This is an optimization exercise on Yosys and OpenROAD, whose aim is small area, a short achievable clock period and few clock cycles, not a production implementation. The RTL of this run was laid out without a check of its function. Power and IR drop assume default switching activity.

--- flow/design.v ---
module mbcodec (
    input  wire        clk,
    input  wire        rst,           
    input  wire        cmd_valid,
    output wire        cmd_ready,
    input  wire [31:0] cmd,
    output reg         rsp_valid,
    output reg  [3:0]  rsp_status,
    output reg  [31:0] rsp_value,
    output wire        tx_valid,
    output wire [7:0]  tx_data
);
    localparam [7:0] OPC_CRC_INIT    = 8'h01,
                     OPC_CRC_BYTE    = 8'h02,
                     OPC_CRC_READ    = 8'h03,
                     OPC_CRC_CHECK   = 8'h04,
                     OPC_ENC_RD      = 8'h10,
                     OPC_XCH_RD      = 8'h11,
                     OPC_DEC_BYTE    = 8'h20,
                     OPC_DEC_ABORT   = 8'h21,
                     OPC_DEC_RDBUF   = 8'h22,
                     OPC_DEC_STATUS  = 8'h23,
                     OPC_CFG_SETADDR = 8'h30,
                     OPC_CFG_GETADDR = 8'h31;
    localparam [3:0] RS_OK = 4'd0, RS_ILLEGAL = 4'd1, RS_ARG = 4'd2,
                     RS_BUSY = 4'd3, RS_NOT_READY = 4'd4;
    localparam [3:0] D_IDLE = 4'd0, D_AW_ADDR = 4'd1, D_AW_FUNC = 4'd2,
                     D_AW_B2 = 4'd3, D_AW_PAY = 4'd4, D_AW_CRCLO = 4'd5,
                     D_AW_CRCHI = 4'd6, D_AW_XCRCLO = 4'd7,
                     D_AW_XCRCHI = 4'd8, D_DONE = 4'd9, D_ERR = 4'd10;
    localparam [3:0] E_NONE = 4'd0, E_CRC = 4'd1, E_SIZE = 4'd2,
                     E_ADDR = 4'd3, E_FUNC = 4'd4, E_LEN = 4'd5,
                     E_DEVICE = 4'd6;
    localparam [1:0] S_IDLE = 2'd0, S_EXEC = 2'd1, S_TX = 2'd2;
    function [15:0] crc_update;
        input [15:0] c;
        input [7:0]  b;
        integer k;
        reg [15:0] r;
        begin
            r = c ^ {8'h00, b};
            for (k = 0; k < 8; k = k + 1)
                r = r[0] ? ((r >> 1) ^ 16'hA001) : (r >> 1);
            crc_update = r;
        end
    endfunction
    reg [1:0]  state;
    reg [31:0] cmd_q;
    reg [15:0] crc_acc;       
    reg [7:0]  devaddr;
    reg [3:0]  dstate;        
    reg [7:0]  expcnt;
    reg [7:0]  hdr0, hdr1, hdr2;
    reg [15:0] dcrc;
    reg [7:0]  pcnt;
    reg [7:0]  rclo;
    reg [3:0]  errcls;
    reg [7:0]  excode;
    reg        stray;
    reg [7:0]  pbuf [0:249];  
    reg [7:0]  tx_addr;       
    reg [15:0] tx_start;
    reg [7:0]  tx_words;
    reg [2:0]  tx_cnt;
    reg [15:0] tx_crc;
    wire [7:0]  opc    = cmd_q[31:24];
    wire [7:0]  arg_b  = cmd_q[7:0];
    wire [15:0] arg_h  = cmd_q[15:0];
    wire [15:0] arg_s  = cmd_q[23:8];
    wire        rsv_n  = (cmd_q[23:0]  == 24'd0);
    wire        rsv_b  = (cmd_q[23:8]  == 16'd0);
    wire        rsv_h  = (cmd_q[23:16] == 8'd0);
    wire busy    = (dstate >= D_AW_ADDR) && (dstate <= D_AW_XCRCHI);
    wire req_ok  = (arg_s <= 16'h1000) && (arg_b >= 8'd1) && (arg_b <= 8'h7D);
    reg [15:0] n_crc_acc;
    reg [7:0]  n_devaddr;
    reg [3:0]  n_dstate;
    reg [7:0]  n_expcnt, n_hdr0, n_hdr1, n_hdr2, n_pcnt, n_rclo, n_excode;
    reg [15:0] n_dcrc;
    reg [3:0]  n_errcls;
    reg        n_stray;
    reg        pbuf_we;
    reg        start_tx;
    reg [3:0]  x_status;
    reg [31:0] x_value;
    wire [15:0] dcrc_upd = crc_update(dcrc, arg_b);
    wire [15:0] acc_upd  = crc_update(crc_acc, arg_b);
    wire [31:0] n_status_word = {6'd0,
                                 (n_dstate >= D_AW_ADDR) && (n_dstate <= D_AW_XCRCHI),
                                 n_stray, n_pcnt, n_excode, n_errcls, n_dstate};
    always @* begin
        n_crc_acc = crc_acc;
        n_devaddr = devaddr;
        n_dstate  = dstate;
        n_expcnt  = expcnt;
        n_hdr0    = hdr0;
        n_hdr1    = hdr1;
        n_hdr2    = hdr2;
        n_dcrc    = dcrc;
        n_pcnt    = pcnt;
        n_rclo    = rclo;
        n_errcls  = errcls;
        n_excode  = excode;
        n_stray   = stray;
        pbuf_we   = 1'b0;
        start_tx  = 1'b0;
        x_status  = RS_OK;
        x_value   = 32'd0;
        case (opc)
            OPC_CRC_INIT: begin
                if (!rsv_n) x_status = RS_ILLEGAL;
                else begin
                    n_crc_acc = 16'hFFFF;
                    x_value   = 32'h0000FFFF;
                end
            end
            OPC_CRC_BYTE: begin
                if (!rsv_b) x_status = RS_ILLEGAL;
                else begin
                    n_crc_acc = acc_upd;
                    x_value   = {16'd0, acc_upd};
                end
            end
            OPC_CRC_READ: begin
                if (!rsv_n) x_status = RS_ILLEGAL;
                else        x_value  = {16'd0, crc_acc};
            end
            OPC_CRC_CHECK: begin
                if (!rsv_h) x_status = RS_ILLEGAL;
                else        x_value  = {31'd0, crc_acc == arg_h};
            end
            OPC_ENC_RD: begin
                if (!req_ok) x_status = RS_ARG;
                else         start_tx = 1'b1;
            end
            OPC_XCH_RD: begin
                if (busy)         x_status = RS_BUSY;
                else if (!req_ok) x_status = RS_ARG;
                else begin
                    start_tx = 1'b1;
                    n_expcnt = {arg_b[6:0], 1'b0};
                    n_hdr0   = 8'd0;
                    n_hdr1   = 8'd0;
                    n_hdr2   = 8'd0;
                    n_dcrc   = 16'hFFFF;
                    n_pcnt   = 8'd0;
                    n_rclo   = 8'd0;
                    n_errcls = E_NONE;
                    n_excode = 8'd0;
                    n_stray  = 1'b0;
                    n_dstate = D_AW_ADDR;
                end
            end
            OPC_DEC_BYTE: begin
                if (!rsv_b) x_status = RS_ILLEGAL;
                else begin
                    case (dstate)
                        D_AW_ADDR: begin
                            n_hdr0   = arg_b;
                            n_dcrc   = dcrc_upd;
                            n_dstate = D_AW_FUNC;
                        end
                        D_AW_FUNC: begin
                            n_hdr1   = arg_b;
                            n_dcrc   = dcrc_upd;
                            n_dstate = D_AW_B2;
                        end
                        D_AW_B2: begin
                            n_hdr2 = arg_b;
                            n_dcrc = dcrc_upd;
                            if (hdr0 != devaddr) begin
                                n_errcls = E_ADDR;
                                n_dstate = D_ERR;
                            end else if (hdr1 == 8'h83) begin
                                n_dstate = D_AW_XCRCLO;
                            end else if (hdr1 != 8'h03) begin
                                n_errcls = E_FUNC;
                                n_dstate = D_ERR;
                            end else if (arg_b == 8'd0 || arg_b > 8'hFA) begin
                                n_errcls = E_SIZE;
                                n_dstate = D_ERR;
                            end else begin
                                n_pcnt   = 8'd0;
                                n_dstate = D_AW_PAY;
                            end
                        end
                        D_AW_PAY: begin
                            pbuf_we = 1'b1;
                            n_dcrc  = dcrc_upd;
                            n_pcnt  = pcnt + 8'd1;
                            if (pcnt + 8'd1 == hdr2)
                                n_dstate = D_AW_CRCLO;
                        end
                        D_AW_CRCLO: begin
                            n_rclo   = arg_b;
                            n_dstate = D_AW_CRCHI;
                        end
                        D_AW_CRCHI: begin
                            if ({arg_b, rclo} != dcrc) begin
                                n_errcls = E_CRC;
                                n_dstate = D_ERR;
                            end else if (hdr2 != expcnt) begin
                                n_errcls = E_LEN;
                                n_dstate = D_ERR;
                            end else begin
                                n_dstate = D_DONE;
                            end
                        end
                        D_AW_XCRCLO: begin
                            n_rclo   = arg_b;
                            n_dstate = D_AW_XCRCHI;
                        end
                        D_AW_XCRCHI: begin
                            if ({arg_b, rclo} != dcrc) begin
                                n_errcls = E_CRC;
                            end else begin
                                n_excode = hdr2;
                                n_errcls = E_DEVICE;
                            end
                            n_dstate = D_ERR;
                        end
                        default: begin       
                            n_stray = 1'b1;
                        end
                    endcase
                    x_value = n_status_word;
                end
            end
            OPC_DEC_ABORT: begin
                if (!rsv_n) x_status = RS_ILLEGAL;
                else begin
                    n_dstate = D_IDLE;
                    n_expcnt = 8'd0;
                    n_hdr0   = 8'd0;
                    n_hdr1   = 8'd0;
                    n_hdr2   = 8'd0;
                    n_dcrc   = 16'hFFFF;
                    n_pcnt   = 8'd0;
                    n_rclo   = 8'd0;
                    n_errcls = E_NONE;
                    n_excode = 8'd0;
                    n_stray  = 1'b0;
                end
            end
            OPC_DEC_RDBUF: begin
                if (!rsv_b)                x_status = RS_ILLEGAL;
                else if (dstate != D_DONE) x_status = RS_NOT_READY;
                else if (arg_b >= pcnt)    x_status = RS_ARG;
                else                       x_value  = {24'd0, pbuf[arg_b]};
            end
            OPC_DEC_STATUS: begin
                if (!rsv_n) x_status = RS_ILLEGAL;
                else        x_value  = n_status_word;
            end
            OPC_CFG_SETADDR: begin
                if (!rsv_b)                              x_status = RS_ILLEGAL;
                else if (busy)                           x_status = RS_BUSY;
                else if (arg_b == 8'd0 || arg_b > 8'hF7) x_status = RS_ARG;
                else begin
                    n_devaddr = arg_b;
                    x_value   = {24'd0, arg_b};
                end
            end
            OPC_CFG_GETADDR: begin
                if (!rsv_n) x_status = RS_ILLEGAL;
                else        x_value  = {24'd0, devaddr};
            end
            default: x_status = RS_ILLEGAL;
        endcase
    end
    reg [7:0] frame_byte;
    always @* begin
        case (tx_cnt)
            3'd0:    frame_byte = tx_addr;
            3'd1:    frame_byte = 8'h03;
            3'd2:    frame_byte = tx_start[15:8];
            3'd3:    frame_byte = tx_start[7:0];
            3'd4:    frame_byte = 8'h00;
            3'd5:    frame_byte = tx_words;
            3'd6:    frame_byte = tx_crc[7:0];
            default: frame_byte = tx_crc[15:8];
        endcase
    end
    assign cmd_ready = (state == S_IDLE);
    assign tx_valid  = (state == S_TX);
    assign tx_data   = frame_byte;
    always @(posedge clk) begin
        if (rst) begin
            state      <= S_IDLE;
            cmd_q      <= 32'd0;
            rsp_valid  <= 1'b0;
            rsp_status <= 4'd0;
            rsp_value  <= 32'd0;
            crc_acc    <= 16'hFFFF;
            devaddr    <= 8'h01;
            dstate     <= D_IDLE;
            expcnt     <= 8'd0;
            hdr0       <= 8'd0;
            hdr1       <= 8'd0;
            hdr2       <= 8'd0;
            dcrc       <= 16'hFFFF;
            pcnt       <= 8'd0;
            rclo       <= 8'd0;
            errcls     <= E_NONE;
            excode     <= 8'd0;
            stray      <= 1'b0;
            tx_addr    <= 8'd0;
            tx_start   <= 16'd0;
            tx_words   <= 8'd0;
            tx_cnt     <= 3'd0;
            tx_crc     <= 16'hFFFF;
        end else begin
            rsp_valid <= 1'b0;
            case (state)
                S_IDLE: begin
                    if (cmd_valid) begin
                        cmd_q <= cmd;
                        state <= S_EXEC;
                    end
                end
                S_EXEC: begin
                    crc_acc <= n_crc_acc;
                    devaddr <= n_devaddr;
                    dstate  <= n_dstate;
                    expcnt  <= n_expcnt;
                    hdr0    <= n_hdr0;
                    hdr1    <= n_hdr1;
                    hdr2    <= n_hdr2;
                    dcrc    <= n_dcrc;
                    pcnt    <= n_pcnt;
                    rclo    <= n_rclo;
                    errcls  <= n_errcls;
                    excode  <= n_excode;
                    stray   <= n_stray;
                    if (start_tx) begin
                        tx_addr  <= devaddr;
                        tx_start <= arg_s;
                        tx_words <= arg_b;
                        tx_cnt   <= 3'd0;
                        tx_crc   <= 16'hFFFF;
                        state    <= S_TX;
                    end else begin
                        rsp_valid  <= 1'b1;
                        rsp_status <= x_status;
                        rsp_value  <= x_value;
                        state      <= S_IDLE;
                    end
                end
                S_TX: begin
                    if (tx_cnt < 3'd6)
                        tx_crc <= crc_update(tx_crc, frame_byte);
                    tx_cnt <= tx_cnt + 3'd1;
                    if (tx_cnt == 3'd7) begin
                        rsp_valid  <= 1'b1;
                        rsp_status <= RS_OK;
                        rsp_value  <= {16'd0, tx_crc};
                        state      <= S_IDLE;
                    end
                end
                default: state <= S_IDLE;
            endcase
        end
    end
    always @(posedge clk) begin
        if (state == S_EXEC && pbuf_we)
            pbuf[pcnt] <= arg_b;
    end
endmodule
--- flow/run.sh ---
#!/bin/bash
# synth_recipe.tcl (not shown) runs the flow's synth.tcl, then flattens the netlist and writes it again
# the make line also repeats each setting of config.mk as NAME=value (left out here)
make -C /OpenROAD-flow-scripts/flow DESIGN_CONFIG=/design/flow/config.mk WORK_HOME=/design/flow/orfs CLKGATE_MAP_FILE= SYNTH_SCRIPT=/design/flow/synth_recipe.tcl finish
--- flow/config.mk ---
export PLATFORM = sky130hd
export DESIGN_NAME = mbcodec
export DESIGN_NICKNAME = mbcodec
export VERILOG_FILES = /design/flow/design.v
export SDC_FILE = /design/flow/constraint.sdc
export NUM_CORES = 4
export LEC_CHECK = 0
export CAP_MARGIN = 20
export CORE_MARGIN = 2
export CORE_UTILIZATION = 40
export SLEW_MARGIN = 20
--- flow/constraint.sdc ---
create_clock -name core_clock -period 8.0 [get_ports {clk}]
set_input_delay 1.6000 -clock core_clock [delete_from_list [all_inputs] [get_ports {clk}]]
set_output_delay 1.6000 -clock core_clock [all_outputs]
set_load 0.01 [all_outputs]
==> run summary <==
status=timing/DRC/antenna clean; DP Wirelength=141 mm; CTS H-tree depth=4; Seq pwr share=0.513; IO Port Bufs=74; Filler cells=18,600; Netlist cell types=74; post-CTS sizing=0; worst hold path type=reg2reg; most common cell after layout, fill and taps aside=edfxtp_1; Max IR drop VDD=268 uV; Final Net Count=4,856; worst rel slew slack=0.206; die area=roughly 230,000 um^2; Crit path arrival time=approximately 3.7 ns; clock group share of total power=0.430; worst-path maximum fanout=16; most frequent cells in the layout=2,000 x edfxtp_1, 648 x mux4_2, 402 x nor2_1, 259 x nand2_1, 223 x clkbuf_16; net switching power=5.46 mW; hold_ws=between 0.4 and 0.5 ns; CP Class=reg2out; Post-Place Setup Slack=2.98 ns; Routed Antenna Nets=0; hold path depth=1; vias per inst=5.76; CTS tree=done; initial antenna violation count=6; Core ar.=approximately 220,000 um^2; post-synth top area share=0.675; reg2reg path depth=10; EDFF count, synth=2,000; max-slew violation count=0; Syn Area/Cell=between 15 and 20 um^2; DR vias=~46,000; minimum clock period=approximately 5.3 ns; Final Cell Area=101,000 um^2; clock latency on the worst-skew pair=0.89 ns; register area share after synthesis=0.726; routed len/inst=between 20 and 30 um; TNS Setup=0 ns; largest net degree at the start of global routing=166; Remaining Overflow, GRT=0; first-pass GRT wire length=333 mm; P_int=19.5 mW; height of the die=~480 um; Area Overhead vs Synth=13.2%; Mapped Area=89,000 um^2; DRT iter0 DRCs=between 5,000 and 6,000; worst setup margin=2.67 ns; Post-synth ARST share=0; cell taking the most area after synthesis=edfxtp_1; maxcap violations=0; top cells by area, synth=edfxtp_1 67%, mux4_2 16%, dfxtp_1 5.1%, nor2_1 1.7%, nand2_1 1.1%; fmax=approximately 190 MHz; Cell Area, Placed=93,100 um^2; CP endpoint kind=primary output; Initial Util=0.401; clock root buffer=clkbuf_16; First-pass DRT Iterations=6; all-layer global routing usage=0.204; kind of start point of the critical path=register; Mapped Cells=4,705; DRC errors left=0; ys flop type=edfxtp_1; Leakage=30.6 nW; row count=173; FF+latch count, synth=between 2,000 and 2,500; Power Total=25.0 mW; sw frac=0.219; Hold Vio Cnt, Final=0; Post-Route WL=232 mm; clock-pin slew on the worst setup and hold paths=0.06 ns; # IOs=between 80 and 90; vias in the first global route=45,300; share of layout cells above drive strength 1=0.227; Setup Buffers After CTS=0; Yosys warnings=1; final setup vio count=0; Comb power frac=0.057; routability cong.=0.911; unrepaired setup endpoints after global routing=false; Die X=476 um; Max Buffers Root-to-Sink=3; skew final=0.0729 ns; Final Cycle Share=0.666; Least-Margin Pin Slew=1.19 ns; Hold-fix buffers, CTS=0; clock sink total=approximately 2,200; worst endpoint required time=approximately 6.4 ns; Pwr per Cell Area=around 250 nW/um^2; Num CTS Buffers=218
synth_stat cells, types with 5 or more instances:
library cell	count
nand4_1	7
a221oi_1	17
nand3_1	55
clkbuf_1	181
nor4_1	22
a21oi_1	144
o22ai_1	7
a32oi_1	5
or3_1	5
ha_1	24
and2_1	12
a22o_1	8
o21ai_0	82
a211oi_1	24
buf_6	11
o211ai_1	10
nor2_1	403
mux2i_1	52
nand2b_1	19
buf_1	37
nor3_1	58
a22oi_1	25
buf_4	18
xor2_1	58
a21o_1	8
a31oi_1	16
xnor2_1	54
and3_1	17
a222oi_1	7
dfxtp_1	227
or2_2	6
a221o_1	5
o21a_1	6
inv_1	26
mux4_2	648
buf_2	49
edfxtp_1	2000
nand2_1	271
nor2b_1	16
stage by stage:
stage / cells / util
final: 7969 / 0.454
after global placement: 7550 / 0.420
after CTS: 7964 / 0.454
after detailed placement: 7551 / 0.420
after global routing: 7966 / 0.454
after floorplan: 4711 / -
state kept, by name, summed over array words and instances (netlist names), 16 cells and up, named ones only:
signal,count
dcrc,16
crc_acc,16
tx_crc,16
tx_start,16
pbuf,2000
cmd_q,32
rsp_value,26
worst paths after layout:
check	slack, ns	endpoint	from
min reg2reg	0.45	errcls[3]	errcls[3]
max reg2reg	2.85	pbuf[209][2]	cmd_q[28]
min	0.45	errcls[3]	errcls[3]
max	2.67	tx_data[6]	tx_cnt[0]
area by class of cell:
cell class | count | area, um^2 | share of cell area
Multi-Input combinational cell | 2162 | 23100 | 0.229
Antenna cell | 4 | 10.0 | 0.0000994
Clock inverter | 152 | 1770 | 0.0175
Sequential cell | 2227 | 64700 | 0.642
Inverter | 26 | 97.6 | 0.000969
Clock buffer | 261 | 5790 | 0.0574
Tap cell | 2975 | 3720 | 0.0370
Timing Repair Buffer | 162 | 1600 | 0.0159
metal layers:
layer / routed length, um / GRT usage / vias to the layer above
met2: 105000 / 0.307 / 2002
met5: 33 / 0 / -
met3: 19400 / 0.0468 / 328
met1: 100000 / 0.295 / 24400
met4: 6530 / 0.0613 / 4
li1: - / - / 19200
power groups by stage:
| stage | Clock, mW | Combinational (mW) | Sequential [mW] |
|---|---|---|---|
| 6_report | 10.7 | 1.42 | 12.8 |
| 5_1_grt | 11.3 | 1.49 | 12.8 |
| 3_5_place_dp | 0 | 1.43 | 13.1 |
| 2_1_floorplan | 0 | 0.856 | 13.1 |
| 3_3_place_gp | 0 | 1.42 | 13.1 |
| 4_1_cts | 10.9 | 1.43 | 12.8 |
kinds of logic after synthesis:
logic type      count (synthesis)  synth area share
flops                        2227             0.726
simple gates                  916            0.0445
mux                           704             0.170
compound gates                395            0.0278
buf+inv                       322            0.0160
xor+xnor                      116            0.0120
fa+ha+maj                      24           0.00337
other cells                     1         0.0000421
worst max-delay path: stages (launching register included):
cell             delay, ns
dfxtp_1               0.40
inv_1                 0.08
ha_1                  0.39
or3_1                 0.55
or2_0                 0.43
a31oi_1               0.36
clkdlybuf4s50_1       0.64

==> re-timing with driven ports <==
How much do the figures lean on ideal ports? The routed layout below was timed once more, with nothing changed but the port constraints.
Step 1 sets driving cells, clkbuf_16 on the clock port and buf_2 on the other inputs (assumed; they add their load-dependent delay and slew).
Step 2, shift: input delay + t, output delay - t, t = (earliest + latest rising clock arrival at the registers) / 2. This alone moves slack from input paths to output paths.
a / b / c = ideal ports / drivers / drivers and shift; a / b = the first two.
t (ns): 0.951
slack for setup (ns): 2.670 / 2.569 / 2.846
worst setup path after step 2: register to register
latest minus earliest clock arrival (ns): 0.073 / 0.073
After both steps this run still meets setup and hold. For this run, drivers alone change the setup slack by -0.101 ns; drivers and shift together by +0.176 ns.
